This design comes from an exercise in tuning for small area on the open sky130 flow, not from production work.
Only simulation tests tie the RTL to the original design; equivalence was not proved.
Power figures rest on the tool's default switching activity, not on a simulated workload.

Setup of rev 12:
// mse_core
module mse_core (
    input  wire        clk,
    input  wire        rst,
    input  wire        cmd_valid,
    output wire        cmd_ready,
    input  wire [31:0] cmd,
    output wire        rsp_valid,
    output wire [15:0] rsp,
    output wire        rsp_err
);
export LEC_CHECK = 0
export ABC_AREA = 1
export CAP_MARGIN = 0
export CORE_MARGIN = 2
export CORE_UTILIZATION = 45
export CTS_BUF_LIST = sky130_fd_sc_hd__clkbuf_8
export CTS_CLUSTER_DIAMETER = 60
export CTS_CLUSTER_SIZE = 16
export PLACE_DENSITY = 0.6
export SLEW_MARGIN = 0
create_clock -name core_clock -period 40.0 [get_ports {clk}]
run.sh (not shown) runs the stock make flow with config.mk's settings and CLKGATE_MAP_FILE= SYNTH_SCRIPT=/design/flow/synth_recipe.tcl, a recipe that flattens the netlist after the stock synthesis.
Rev 12 | stages: all done | timing, DRC, antenna: all pass
[inputs] rev 13 vs rev 12
==> flow/flow/run.sh (new file) <==
#!/bin/bash
# The standard layout (standard.sh), with three changes in how it is made:
#  - ABC maps the logic for area with amap (flow/abc_area.script replaces ORFS's area script;
#    registers are untouched, so they keep the standard synthesis's names and cells);
#  - CTS without dummy loads, clustered onto clkbuf_8 leaf buffers;
#  - port buffers made with the smallest buffer.
# Every ORFS step writes its own log under orfs/logs; make's output goes to flow_make.log.
set -euo pipefail
rm -rf scripts_local
cp -r "$FLOW_HOME/scripts" scripts_local
cp flow/abc_area.script scripts_local/abc_area.script
export SCRIPTS_DIR="$PWD/scripts_local"
export CTS_ARGS="-sink_clustering_enable -repair_clock_nets -dont_use_dummy_load -buf_list sky130_fd_sc_hd__clkbuf_8 -sink_clustering_size 16 -sink_clustering_max_diameter 60"
export BUFFER_PORTS_ARGS="-buffer_cell sky130_fd_sc_hd__buf_1"
bash standard.sh > flow_make.log 2>&1
==> flow/flow/abc_area.script (new file) <==
strash
dch
amap
strash
dch
amap
==> flow/standard.sh (new file) <==
#!/bin/bash
# synth_recipe.tcl (not shown) runs the flow's synth.tcl, then flattens the netlist and writes it again
# the make line also repeats each setting of config.mk as NAME=value (left out here)
make -C /OpenROAD-flow-scripts/flow DESIGN_CONFIG=/design/flow/config.mk WORK_HOME=/design/flow/orfs CLKGATE_MAP_FILE= SYNTH_SCRIPT=/design/flow/synth_recipe.tcl "${@:-finish}"
removed: flow/run.sh
Results
Diff rev 12 -> rev 13: floorplan die height moved down; share of cell area taken by muxes after synthesis now sits at about the same level; growth of design area from synthesis to finish increased 1.0 points; count of vias placed by the detailed router decreased by 1,345 relative to the old numbers; final weighted congestion in routability-driven placement higher. In the metrics for rev 13 and rev 12, the one carrying the higher total of clock buffers placed in the layout is rev 13.

* * *

## wip/juniper
mse_core, a different RTL version from the one above (not shown whole).
Size: roughly 2100 cells after synthesis, about 410 flip-flops.
// mse_core
module mse_core (
    input  wire        clk,
    input  wire        rst,
    input  wire        cmd_valid,
    output wire        cmd_ready,
    input  wire [31:0] cmd,
    output wire        rsp_valid,
    output wire [15:0] rsp,
    output wire        rsp_err
);
export LEC_CHECK = 0
export ABC_AREA = 1
export CAP_MARGIN = 10
export CORE_MARGIN = 2
export CORE_UTILIZATION = 55
export PLACE_DENSITY = 0.7
export SLEW_MARGIN = 10
create_clock -name core_clock -period 40.0 [get_ports {clk}]
standard.sh (not shown) runs the stock make flow with config.mk's settings and CLKGATE_MAP_FILE= SYNTH_SCRIPT=/design/flow/synth_recipe.tcl, a recipe that flattens the netlist after the stock synthesis.
==> flow/flow/run.sh <==
#!/bin/bash
# The standard layout (standard.sh), with three changes in how it is made:
#  - ABC maps the logic for area with amap (flow/abc_area.script replaces ORFS's area script;
#    registers are untouched, so they keep the standard synthesis's names and cells);
#  - CTS without dummy loads, clustered onto clkbuf_4 leaf buffers;
#  - port buffers made with the smallest buffer.
# Every ORFS step writes its own log under orfs/logs; make's output goes to flow_make.log.
set -euo pipefail
rm -rf scripts_local
cp -r "$FLOW_HOME/scripts" scripts_local
cp flow/abc_area.script scripts_local/abc_area.script
export SCRIPTS_DIR="$PWD/scripts_local"
export CTS_ARGS="-sink_clustering_enable -repair_clock_nets -dont_use_dummy_load -buf_list sky130_fd_sc_hd__clkbuf_4 -sink_clustering_size 10 -sink_clustering_max_diameter 40"
export BUFFER_PORTS_ARGS="-buffer_cell sky130_fd_sc_hd__buf_1"
bash standard.sh > flow_make.log 2>&1
==> flow/flow/abc_area.script <==
strash
dch
amap
strash
dch
amap
strash
dch
amap
For wip/violet, these inputs were changed with respect to wip/juniper:
- swapping 55 for 65 in CORE_UTILIZATION
- swapping 0.7 for 0.8 in PLACE_DENSITY
-- flow/flow/run.sh --
<<< wip/juniper, line 11
cp flow/abc_area.script scripts_local/abc_area.script
export SCRIPTS_DIR="$PWD/scripts_local"
export CTS_ARGS="-sink_clustering_enable -repair_clock_nets -dont_use_dummy_load -buf_list sky130_fd_sc_hd__clkbuf_4 -sink_clustering_size 10 -sink_clustering_max_diameter 40"
export BUFFER_PORTS_ARGS="-buffer_cell sky130_fd_sc_hd__buf_1"
bash standard.sh > flow_make.log 2>&1
>>> wip/violet, line 11
cp flow/abc_area.script scripts_local/abc_area.script
export SCRIPTS_DIR="$PWD/scripts_local"
export CTS_ARGS="-sink_clustering_enable -repair_clock_nets -dont_use_dummy_load -buf_list sky130_fd_sc_hd__clkbuf_4 -sink_clustering_size 12 -sink_clustering_max_diameter 35"
export BUFFER_PORTS_ARGS="-buffer_cell sky130_fd_sc_hd__buf_1"
bash standard.sh > flow_make.log 2>&1
### Flow results
- wip/juniper has a higher die span in y than wip/violet.
- Number of global-route vias before repair in wip/violet is 402 higher than in wip/juniper
- Est. power | wip/violet vs wip/juniper | wip/violet lower
- Max growth of design area from synthesis to finish across wip/violet and wip/juniper: wip/juniper
- Higher number of buffers and inverters on the critical path was reported by wip/juniper, not wip/violet.
- Re critical path depth: wip/violet and wip/juniper aren't equal, and the higher value belongs to wip/violet.
- Cmp wip/violet and wip/juniper / switching part of the total / lower: wip/violet
[inputs] wip/raven vs wip/violet
- changing PLACE_DENSITY from 0.8 to 0.7
- changing CORE_UTILIZATION from 65 to 55
Notes after the runs:
- wip/raven reached the end of the flow, and the finished layout is clean on the timing, design-rule and antenna checks.
- Looking at slew of the pin with the lowest slew margin across wip/raven and wip/violet, the one that comes out higher is wip/raven.
- wip/raven against wip/violet: global routing met3 resource utilization decreased 3.5 points, total power of the final layout increased 7.2 uW, worst setup slack increased 6.0 ps, worst supply voltage drop on vdd decreased 12%, met1 capacity usage during global routing decreased 5.0 points.
- NOTE routed wire length wip/violet->wip/raven increased by a few percent
#### Input delta (wip/cedar over wip/raven)
- changing SLEW_MARGIN from 10 to 0
- setting CTS_CLUSTER_SIZE to 16 for the first time
- setting CTS_BUF_LIST to sky130_fd_sc_hd__clkbuf_8 for the first time
- changing PLACE_DENSITY from 0.7 to 0.6
- setting CTS_CLUSTER_DIAMETER to 60 for the first time
- changing CORE_UTILIZATION from 55 to 45
- changing CAP_MARGIN from 10 to 0
==> flow/flow/run.sh <==
#!/bin/bash
# The standard layout (standard.sh), with three changes in how it is made:
#  - ABC maps the logic for area with amap (flow/abc_area.script replaces ORFS's area script;
#    registers are untouched, so they keep the standard synthesis's names and cells);
#  - CTS without dummy loads, clustered onto clkbuf_8 leaf buffers;
#  - port buffers made with the smallest buffer.
# Every ORFS step writes its own log under orfs/logs; make's output goes to flow_make.log.
set -euo pipefail
rm -rf scripts_local
cp -r "$FLOW_HOME/scripts" scripts_local
cp flow/abc_area.script scripts_local/abc_area.script
export SCRIPTS_DIR="$PWD/scripts_local"
export CTS_ARGS="-sink_clustering_enable -repair_clock_nets -dont_use_dummy_load -buf_list sky130_fd_sc_hd__clkbuf_8 -sink_clustering_size 16 -sink_clustering_max_diameter 60"
export BUFFER_PORTS_ARGS="-buffer_cell sky130_fd_sc_hd__buf_1"
bash standard.sh > flow_make.log 2>&1
==> flow/flow/abc_area.script <==
strash
dch
amap
strash
dch
amap
wip/cedar | stages: all done | timing, DRC, antenna: all pass
When wip/cedar is measured against wip/raven, its global-route usage turns out 7.7 points lower.
Higher wire length of the first global-routing pass was reported by wip/raven, not wip/cedar.
Row power density of the placed cells: wip/cedar higher / wip/raven lower
Going from wip/raven to wip/cedar, proportion of power drawn by flip-flops and latches moved down; static power due to leakage moved up; fraction of area in registers moved down; fraction of the cycle the final worst path needs moved down.
[inputs] wip/onyx vs wip/cedar
- CTS_CLUSTER_DIAMETER no longer set, was 60
- CTS_BUF_LIST no longer set, was sky130_fd_sc_hd__clkbuf_8
- CORE_UTILIZATION now 55, was 45
- CAP_MARGIN now 10, was 0
- SLEW_MARGIN now 10, was 0
- PLACE_DENSITY now 0.7, was 0.6
- CTS_CLUSTER_SIZE no longer set, was 16
Notes after the runs:
wip/onyx falls short of wip/cedar in fmax.
Taking wip/cedar as the reference, in wip/onyx global-route usage moved up, fraction of area in non-clock buffers level.
From wip/cedar to wip/onyx the numbers moved as follows: die extent in y has decreased, final cell count without fillers fell by 135, total power draw saw a decrease.
The setup slack of wip/onyx is smaller than that of wip/cedar.
Relative to wip/cedar, the HPWL reported at the end of detailed placement measured on wip/onyx has decreased by a little under 10%.
Against wip/cedar, wip/onyx comes in 0.18 points lower on switching part of the total.
The clock transition at the register clock pins on the worst setup and hold paths after CTS of wip/onyx and that of wip/cedar are within noise of each other.
Going from wip/cedar to wip/onyx, leakage power summed over all cells shrank slightly.

## what the ideal ports hide
The results above use ideal ports. As a check the final layouts listed here were re-extracted and re-timed, cells and wires unchanged. Step 1, drivers: a clkbuf_16 drives clk and a buf_2 each remaining input, both assumed. Step 2 adds t to the input delays and takes it off the output delays; t is the mean of the earliest and latest rising clock arrival at the registers after step 1. Input paths then give back, and output paths get back, about the clock's delay inside the block. Slacks: ideal ports / drivers / drivers and shift; pairs: ideal ports / drivers.
run | t (ns) | slack for setup (ns) | worst slew at a driven data input, ns | cell pins on the clock port's net
rev 12 | 0.680 | 3.412 / 3.357 / 4.037 | 0.04 | 1
rev 13 | 0.635 | 2.702 / 2.645 / 3.280 | 0.04 | 1
wip/juniper | 0.820 | 2.165 / 2.114 / 2.934 | 0.04 | 1
wip/violet | 0.783 | 2.167 / 2.113 / 2.897 | 0.04 | 1
wip/raven | 0.829 | 2.173 / 2.121 / 2.950 | 0.05 | 1
wip/cedar | 0.652 | 2.436 / 2.379 / 3.032 | 0.04 | 1
wip/onyx | 0.634 | 1.843 / 1.790 / 2.424 | 0.04 | 1
After both steps setup and hold are still met in every run listed.
